This is an optimization exercise on Yosys and OpenROAD, whose aim is small area and a short achievable clock period, not a production implementation. RTL that was checked went through simulation tests only; none was proved equivalent to the original. Power and IR drop assume default switching activity.

==> flow/design.v (excerpt) <==
module dfbridge (
    input  wire        clk,
    input  wire        rst,           
    input  wire        cmd_valid,
    input  wire [15:0] cmd,
    output wire        cmd_ready,
    output reg         rsp_valid,
    output reg  [15:0] rsp,
    input  wire        evt_valid,
    input  wire [15:0] evt,
    output reg         miso_valid,
    output reg  [7:0]  miso,
    output reg         utx_valid,
    output reg  [7:0]  utx,
    output reg         busy
);
For scale: ~1200 flip-flops, about 73 I/O pins, roughly 53000 um^2 of cells after synthesis.
clock: 10.0 ns
lec_check: 0
abc_area: 1
cap_margin: 20
core_margin: 2
core_utilization: 45
slew_margin: 20
standard.sh (not shown) runs the stock make flow with config.mk's settings and CLKGATE_MAP_FILE= SYNTH_SCRIPT=/design/flow/synth_recipe.tcl, a recipe that flattens the netlist after the stock synthesis.
==> flow/flow/run.sh <==
#!/bin/bash
set -euo pipefail
bash standard.sh SETUP_SLACK_MARGIN=6.6 \
  "CTS_ARGS=-sink_clustering_enable -repair_clock_nets -sink_clustering_size 24 -sink_clustering_max_diameter 80 -buf_list sky130_fd_sc_hd__clkbuf_16 -dont_use_dummy_load" \
  finish > flow_make.log 2>&1
The starting point ran to the end with no violations.
==> next run, changes <==
==> flow/flow/run.sh (replaced) <==
#!/bin/bash
set -euo pipefail
bash standard.sh SETUP_SLACK_MARGIN=6.6 \
  "CTS_ARGS=-sink_clustering_enable -repair_clock_nets -sink_clustering_size 16 -sink_clustering_max_diameter 60 -buf_list sky130_fd_sc_hd__clkbuf_8 -dont_use_dummy_load" \
  finish > flow_make.log 2>&1
Global-route usage barely changes.
Via count climbs slightly.
Sequential cell count does not change.
Cell area fell slightly.
Core utilization shrinks by 0.22 points.
Power came out lower by a few percent.
Clock-buffer cell count is higher by 39.
Routed wire length came out higher slightly.
Area after synthesis is unchanged.
No run of this note included a check of the RTL's function; only the layout flow was run.

---

Setup of rev 12:
Another version of the RTL of dfbridge (not shown whole).
Size: ~3700 cells after synthesis, roughly 73 I/O pins, roughly 0.050 sq mm of cells after synthesis.
make LEC_CHECK=0 CAP_MARGIN=20 CORE_MARGIN=2 CORE_UTILIZATION=45 SETUP_SLACK_MARGIN=5 SLEW_MARGIN=20 finish   # period 10.0 ns
run.sh (not shown) runs the stock make flow with config.mk's settings and CLKGATE_MAP_FILE= SYNTH_SCRIPT=/design/flow/synth_recipe.tcl, a recipe that flattens the netlist after the stock synthesis.
Stock flow here: none of the scripts above is used.
Rev 12 | status: complete | timing, DRC, antenna: pass
Here is what was changed in the inputs of rev 13 compared with rev 12.
==> flow/flow/run.sh (new file) <==
#!/bin/bash
set -euo pipefail
bash standard.sh SETUP_SLACK_MARGIN=6.5 finish > flow_make.log 2>&1
==> flow/standard.sh (new file) <==
#!/bin/bash
# synth_recipe.tcl (not shown) runs the flow's synth.tcl, then flattens the netlist and writes it again
# the make line also repeats each setting of config.mk as NAME=value (left out here)
make -C /OpenROAD-flow-scripts/flow DESIGN_CONFIG=/design/flow/config.mk WORK_HOME=/design/flow/orfs CLKGATE_MAP_FILE= SYNTH_SCRIPT=/design/flow/synth_recipe.tcl "${@:-finish}"
diff --git a/flow/config.mk b/flow/config.mk
--- a/flow/config.mk
+++ b/flow/config.mk
@@ -11 +10,0 @@
-export SETUP_SLACK_MARGIN = 5
removed: flow/run.sh
### Flow results
Summary of rev 13 over rev 12: logic gate share of total power rose by 0.4 points, flip-flop and latch share of the layout cell area fell by 4.0 points.
Area of all placed cells without fillers for rev 13: about 7% up relative to rev 12
Diff rev 12..rev 13 | layout sequential cell count | unchanged
Delta (rev 13 minus rev 12): worst max-slew margin expressed relative to the limit shows an increase of 5.8 points; first-iteration DRC count saw an increase; detailed-routed wire length on met2 moved up; first-pass detailed-route iteration total has decreased.
Per the comparison of rev 13 with rev 12, share of the core filled with cells in the final layout rose by 3.8 points, power in the clock group now sits higher, fraction of area in multi-input gates shows an increase of 1.3 points.
No functional check of the RTL was part of any run of this note.

---

dfbridge, a different RTL version from the one above (not shown whole).
Size: roughly 3700 cells after synthesis, about 1200 flip-flops, ~73 I/O pins, roughly 0.051 sq mm of cells after synthesis.
export LEC_CHECK = 0
export CAP_MARGIN = 20
export CORE_MARGIN = 2
export CORE_UTILIZATION = 45
export SLEW_MARGIN = 20
create_clock -name core_clock -period 10.0 [get_ports {clk}]
standard.sh (not shown) runs the stock make flow with config.mk's settings and CLKGATE_MAP_FILE= SYNTH_SCRIPT=/design/flow/synth_recipe.tcl, a recipe that flattens the netlist after the stock synthesis.
==> flow/flow/run.sh <==
#!/bin/bash
set -euo pipefail
bash standard.sh SETUP_SLACK_MARGIN=6.8 finish > flow_make.log 2>&1
The baseline finished with timing, DRC and antenna clean.
Then changed:
Settings changed: CTS_BUF_LIST from default to sky130_fd_sc_hd__clkbuf_8, CTS_CLUSTER_SIZE from default to 30.
Effect:
- clock-buffer cell count rises by 70
- final area stays flat
- clock skew climbs by 0.025 ns
Function was not checked in any run of this note: the RTL went through the layout flow alone.

---

== trial 9 ==
dfbridge, a different RTL version from the one above (not shown whole).
For scale: ~3500 cells after synthesis, ~1200 flip-flops, ~0.050 mm2 of cells after synthesis.
export LEC_CHECK = 0
export CAP_MARGIN = 20
export CORE_MARGIN = 2
export CORE_UTILIZATION = 45
export CTS_BUF_LIST = sky130_fd_sc_hd__clkbuf_8
export CTS_CLUSTER_DIAMETER = 60
export CTS_CLUSTER_SIZE = 16
export SLEW_MARGIN = 20
create_clock -name core_clock -period 10.0 [get_ports {clk}]
==> flow/flow/run.sh <==
#!/bin/bash
set -euo pipefail
bash standard.sh SETUP_SLACK_MARGIN=6.6 finish > flow_make.log 2>&1
The inputs of trial 95 differ from those of trial 9 as listed below.
# trial 9
export LEC_CHECK = 0
export CAP_MARGIN = 20
export CORE_MARGIN = 2
export CORE_UTILIZATION = 45
export CTS_BUF_LIST = sky130_fd_sc_hd__clkbuf_8
export CTS_CLUSTER_DIAMETER = 60
export CTS_CLUSTER_SIZE = 16
export SLEW_MARGIN = 20
create_clock -name core_clock -period 10.0 [get_ports {clk}]
# trial 95
export LEC_CHECK = 0
export ABC_AREA = 1
export CAP_MARGIN = 20
export CORE_MARGIN = 2
export CORE_UTILIZATION = 45
export CTS_BUF_LIST = sky130_fd_sc_hd__clkbuf_8
export CTS_CLUSTER_DIAMETER = 60
export CTS_CLUSTER_SIZE = 16
export SLEW_MARGIN = 20
create_clock -name core_clock -period 10.0 [get_ports {clk}]
Findings:
Trial 95 | status: complete | timing, DRC, antenna: pass. As of trial 95, routed wire length had fallen by more than 10% compared to trial 9. Diff trial 9 and trial 95: worst setup slack lower in trial 95. Trial 9 → trial 95: clock skew has remained practically unchanged, all-layer global routing usage shrank by 6.9 points.

---

## build 11
dfbridge, a different RTL version from the one above (not shown whole).
Size: about 5,000 cells after synthesis, ~1,200 flip-flops, roughly 73 I/O pins, ~52,000 µm² of cells after synthesis.
clock: 10.0 ns
lec_check: 0
abc_area: 1
cap_margin: 20
core_margin: 2
core_utilization: 45
slew_margin: 20
==> flow/flow/run.sh <==
#!/bin/bash
set -euo pipefail
bash standard.sh SETUP_SLACK_MARGIN=6.5 \
  "CTS_ARGS=-sink_clustering_enable -repair_clock_nets -sink_clustering_size 16 -sink_clustering_max_diameter 60 -buf_list sky130_fd_sc_hd__clkbuf_8 -dont_use_dummy_load" \
  finish > flow_make.log 2>&1
Modified inputs, build 27 compared to build 11
==> flow/flow/run.sh <==
#!/bin/bash
set -euo pipefail
bash standard.sh SETUP_SLACK_MARGIN=6.7 \
  "CTS_ARGS=-sink_clustering_enable -repair_clock_nets -sink_clustering_size 16 -sink_clustering_max_diameter 60 -buf_list sky130_fd_sc_hd__clkbuf_8 -dont_use_dummy_load" \
  finish > flow_make.log 2>&1
==> run notes <==
- Setup slack at placement improves in build 27 relative to build 11.
- The sequential cell area share in build 27 was lower than what build 11 gave.
- Final clock period utilization by the worst path was lower in the run labelled build 27.
- Re routed wirelength normalized by instance count: build 11 and build 27 aren't equal, and the higher value belongs to build 27.
- The run showing the smaller routed wire length is build 11.
- Build 27 packs its core more tightly than build 11.
- Setup slack: build 27 more than build 11
#### Input delta (build 66 over build 27)
==> flow/flow/run.sh <==
#!/bin/bash
set -euo pipefail
bash standard.sh SETUP_SLACK_MARGIN=6.6 \
  "CTS_ARGS=-sink_clustering_enable -repair_clock_nets -sink_clustering_size 16 -sink_clustering_max_diameter 60 -buf_list sky130_fd_sc_hd__clkbuf_8 -dont_use_dummy_load" \
  finish > flow_make.log 2>&1
## What came out
- Relative to build 27, the number of antenna diodes of build 66 is higher by 1.
- Route | build 66 vs build 27 | wire shorter in build 66
- In terms of synthesized cell count, build 27 and build 66 differ only marginally.
- Re fraction of synthesized area in multiplexers: no difference whatsoever between build 66 and build 27.
- Looking at critical path depth, build 66 sits above build 27.
- On amount of wire on met2 after detailed routing, the lower figure sits with build 66, not build 27.
- Post-route total power in build 66 is 0.000060 W lower than in build 27
- Cmp build 66 vs build 27: overall track demand over capacity in global routing lower in build 66

---

## the previous run
dfbridge, a different RTL version from the one above (not shown whole).
Size in the first run: ~3600 cells after synthesis, about 1200 flip-flops, roughly 0.050 mm2 of cells after synthesis.
Settings: LEC_CHECK=0, CAP_MARGIN=20, CORE_MARGIN=2, CORE_UTILIZATION=45, CTS_BUF_LIST=sky130_fd_sc_hd__clkbuf_16, CTS_CLUSTER_DIAMETER=100, CTS_CLUSTER_SIZE=30, SLEW_MARGIN=20; clock period 10.0 ns.
==> flow/flow/run.sh <==
#!/bin/bash
set -euo pipefail
bash standard.sh SETUP_SLACK_MARGIN=6.6 finish > flow_make.log 2>&1
Edits applied to the flow inputs when going from the previous run to the current run:
diff --git a/flow/config.mk b/flow/config.mk
--- a/flow/config.mk
+++ b/flow/config.mk
@@ -9,6 +9,6 @@
 export CORE_MARGIN = 2
 export CORE_UTILIZATION = 45
-export CTS_BUF_LIST = sky130_fd_sc_hd__clkbuf_16
-export CTS_CLUSTER_DIAMETER = 100
-export CTS_CLUSTER_SIZE = 30
+export CTS_BUF_LIST = sky130_fd_sc_hd__clkbuf_8
+export CTS_CLUSTER_DIAMETER = 60
+export CTS_CLUSTER_SIZE = 16
 export SLEW_MARGIN = 20
Notes after the runs:
- The current run reached the end of the flow, and the finished layout is clean on the timing, DRC and antenna checks.
- Per the comparison of the current run with the previous run, buffering overhead went down 0.20 points, wire length of the first global-routing pass stayed essentially flat, total routing resource utilization after global routing stayed essentially flat, met1 wire length stayed essentially flat.
- Looking at number of design-rule violations left by the first detailed-router iteration across both flows, the current run is the stronger of the two, with the previous run trailing.
- Compare the current run and the previous run | number of fill cells in the layout lower: the current run
- Lower worst relative slew slack was reported by the current run, not the previous run.
No functional check of the RTL was part of any run of this note.

---

== juniper ==
dfbridge, a different RTL version from the one above (not shown whole).
Size in the first run: ~1,200 flip-flops, roughly 73 I/O pins.
// dfbridge
module dfbridge (
    input  wire        clk,
    input  wire        rst,           
    input  wire        cmd_valid,
    input  wire [15:0] cmd,
    output wire        cmd_ready,
    output reg         rsp_valid,
    output reg  [15:0] rsp,
    input  wire        evt_valid,
    input  wire [15:0] evt,
    output reg         miso_valid,
    output reg  [7:0]  miso,
    output reg         utx_valid,
    output reg  [7:0]  utx,
    output reg         busy
);
export LEC_CHECK = 0
export ABC_AREA = 1
export CAP_MARGIN = 20
export CORE_MARGIN = 2
export CORE_UTILIZATION = 45
export SLEW_MARGIN = 20
create_clock -name core_clock -period 10.0 [get_ports {clk}]
==> flow/flow/run.sh <==
#!/bin/bash
set -euo pipefail
bash standard.sh SETUP_SLACK_MARGIN=6.9 \
  "CTS_ARGS=-sink_clustering_enable -repair_clock_nets -sink_clustering_size 16 -sink_clustering_max_diameter 60 -buf_list sky130_fd_sc_hd__clkbuf_8 -dont_use_dummy_load" \
  finish > flow_make.log 2>&1
Input changes introduced in nickel (baseline for comparison: juniper):
diff --git a/flow/flow/run.sh b/flow/flow/run.sh
--- a/flow/flow/run.sh
+++ b/flow/flow/run.sh
@@ -3 +3 @@
-bash standard.sh SETUP_SLACK_MARGIN=6.9 \
+bash standard.sh SETUP_SLACK_MARGIN=6.7 \
### Flow results
In nickel, half-perimeter wire length after placement is higher than in juniper. Re clock transition at the registers of the reported paths: juniper was higher than nickel. Diff nickel and juniper: count of placed standard cells in the final layout, fillers left out higher in juniper. Compared with juniper, in nickel delay of the slowest cell on the worst path now larger, global placer's final weighted congestion went down.
[inputs] zinc vs nickel
diff --git a/flow/flow/run.sh b/flow/flow/run.sh
--- a/flow/flow/run.sh
+++ b/flow/flow/run.sh
@@ -3 +3 @@
-bash standard.sh SETUP_SLACK_MARGIN=6.7 \
+bash standard.sh SETUP_SLACK_MARGIN=7.0 \
Notes after the runs:
zinc closes out successfully: all stages finished, all timing, DRC and antenna checks passed. In zinc the top achievable clock speed turned out 5.9 MHz lower than in nickel. Looking only at power, and setting everything else aside, the lower value of nickel and zinc goes to nickel. In the flow results for nickel and zinc, the cell count is smaller on nickel. Taking nickel as the reference, in zinc switching power total climbed about 1.6%; final worst setup slack dropped 0.065 ns.
Inputs modified between zinc and ember:
diff --git a/flow/flow/run.sh b/flow/flow/run.sh
--- a/flow/flow/run.sh
+++ b/flow/flow/run.sh
@@ -3 +3 @@
-bash standard.sh SETUP_SLACK_MARGIN=7.0 \
+bash standard.sh SETUP_SLACK_MARGIN=6.8 \
## What came out
Summary of ember over zinc: sequential group power about even, combinational share of power fell 0.2 points, maximum frequency rose 1.8%, register cell area after layout about even.
zinc vs ember, slowest library cell on the worst path: sky130_fd_sc_hd__dfxtp_4 vs sky130_fd_sc_hd__dfxtp_2
Side by side, worst setup margin turned out higher in ember than in zinc.
#### Input delta (garnet over ember)
Settings: PLACE_DENSITY now 0.8, previously not set.
diff --git a/flow/flow/run.sh b/flow/flow/run.sh
--- a/flow/flow/run.sh
+++ b/flow/flow/run.sh
@@ -3 +3 @@
-bash standard.sh SETUP_SLACK_MARGIN=6.8 \
+bash standard.sh SETUP_SLACK_MARGIN=6.7 \
### Flow results
The final layouts of ember and garnet pass the timing, DRC and antenna checks. For ember, the critical path class was register to output port, unlike garnet, where it was register to register. ember ended up with rsp[2] as its end point of the critical path; garnet ended up with miso[4]. ~same clock network latency to the later pin of the worst-skew pair in ember and garnet. Going from ember to garnet, die area held steady; initial antenna violation count shrank by 2; combinational power shrank by about 3%.

---

dfbridge, a different RTL version from the one above (not shown whole).
Size: ~5100 cells after synthesis, about 1200 flip-flops, roughly 0.053 mm2 of cells after synthesis.
## dfbridge
module dfbridge (
    input  wire        clk,
    input  wire        rst,           
    input  wire        cmd_valid,
    input  wire [15:0] cmd,
    output wire        cmd_ready,
    output reg         rsp_valid,
    output reg  [15:0] rsp,
    input  wire        evt_valid,
    input  wire [15:0] evt,
    output reg         miso_valid,
    output reg  [7:0]  miso,
    output reg         utx_valid,
    output reg  [7:0]  utx,
    output reg         busy
);
Settings: LEC_CHECK=0, ABC_AREA=1, CAP_MARGIN=20, CORE_MARGIN=2, CORE_UTILIZATION=45, SLEW_MARGIN=20; clock period 10.0 ns.
==> flow/flow/run.sh <==
#!/bin/bash
set -euo pipefail
bash standard.sh SETUP_SLACK_MARGIN=6.8 \
  "CTS_ARGS=-sink_clustering_enable -repair_clock_nets -sink_clustering_size 16 -sink_clustering_max_diameter 60 -buf_list sky130_fd_sc_hd__clkbuf_8 -dont_use_dummy_load" \
  finish > flow_make.log 2>&1
Next try:
==> flow/flow/run.sh (replaced) <==
#!/bin/bash
set -euo pipefail
bash standard.sh SETUP_SLACK_MARGIN=6.7 \
  "CTS_ARGS=-sink_clustering_enable -repair_clock_nets -sink_clustering_size 16 -sink_clustering_max_diameter 60 -buf_list sky130_fd_sc_hd__clkbuf_8 -dont_use_dummy_load" \
  finish > flow_make.log 2>&1
=> The changed run completed without violations. Cell area went down by 0.99%. Worst setup slack gains 0.034 ns. Count of clock-buffer cells in the layout does not change. Via count went down by 0.36%. Die area is unchanged. Clock power is about the same. Sequential power is about the same. Routed wire length went down by 0.88%. Global-route usage went down by 0.62 points.
No functional check of the RTL was part of any run of this note.

[static timing again, ports no longer ideal]
No port has a modelled driver above. Below, the same layouts with a new extraction and two added sets of constraints. Step 1 assumes that a clkbuf_16 drives the clock port and a buf_2 every other input. Step 2, shift: input delay + t, output delay - t, t = (earliest + latest rising clock arrival at the registers) / 2. This alone moves slack from input paths to output paths. a / b / c = no drivers / after step 1 / after step 2; a / b = the first two.
| run | shift t [ns] | setup WS [ns] | worst setup path at the end |
|---|---|---|---|
| the first run of note 1 | 0.723 | 6.617 / 6.543 / 5.962 | input to register |
| the second run of note 1 | 0.828 | 6.619 / 6.591 / 5.815 | input to register |
| rev 12 | 0.820 | 5.091 / 5.091 / 4.373 | input to register |
| rev 13 | 0.832 | 6.166 / 6.089 / 5.399 | input to register |
| the first run of note 3 | 0.803 | 6.147 / 6.175 / 5.372 | input to register |
| the second run of note 3 | 0.924 | 6.299 / 6.318 / 5.396 | input to register |
| trial 9 | 0.879 | 6.516 / 6.516 / 5.696 | input to register |
| trial 95 | 0.872 | 6.487 / 6.422 / 5.784 | input to register |
| build 11 | 0.858 | 6.524 / 6.486 / 5.744 | input to register |
| build 27 | 0.865 | 6.670 / 6.598 / 5.920 | input to register |
| build 66 | 0.835 | 6.642 / 6.591 / 5.927 | input to register |
| the previous run | 0.767 | 6.385 / 6.320 / 5.553 | input to register |
| the current run | 0.892 | 6.418 / 6.346 / 5.573 | input to register |
| juniper | 0.863 | 6.661 / 6.592 / 5.903 | input to register |
| nickel | 0.843 | 6.694 / 6.625 / 5.944 | input to register |
| zinc | 0.880 | 6.629 / 6.557 / 5.856 | input to register |
| ember | 0.850 | 6.687 / 6.620 / 6.028 | input to register |
| garnet | 0.838 | 6.586 / 6.586 / 5.964 | input to register |
| the first run of note 8 | 0.836 | 6.611 / 6.536 / 6.041 | input to register |
| the second run of note 8 | 0.852 | 6.645 / 6.572 / 5.846 | input to register |
After both steps setup and hold are still met in every run listed. For the second run of note 3, which loses most, drivers alone change the setup slack by +0.019 ns; drivers and shift together by -0.903 ns.
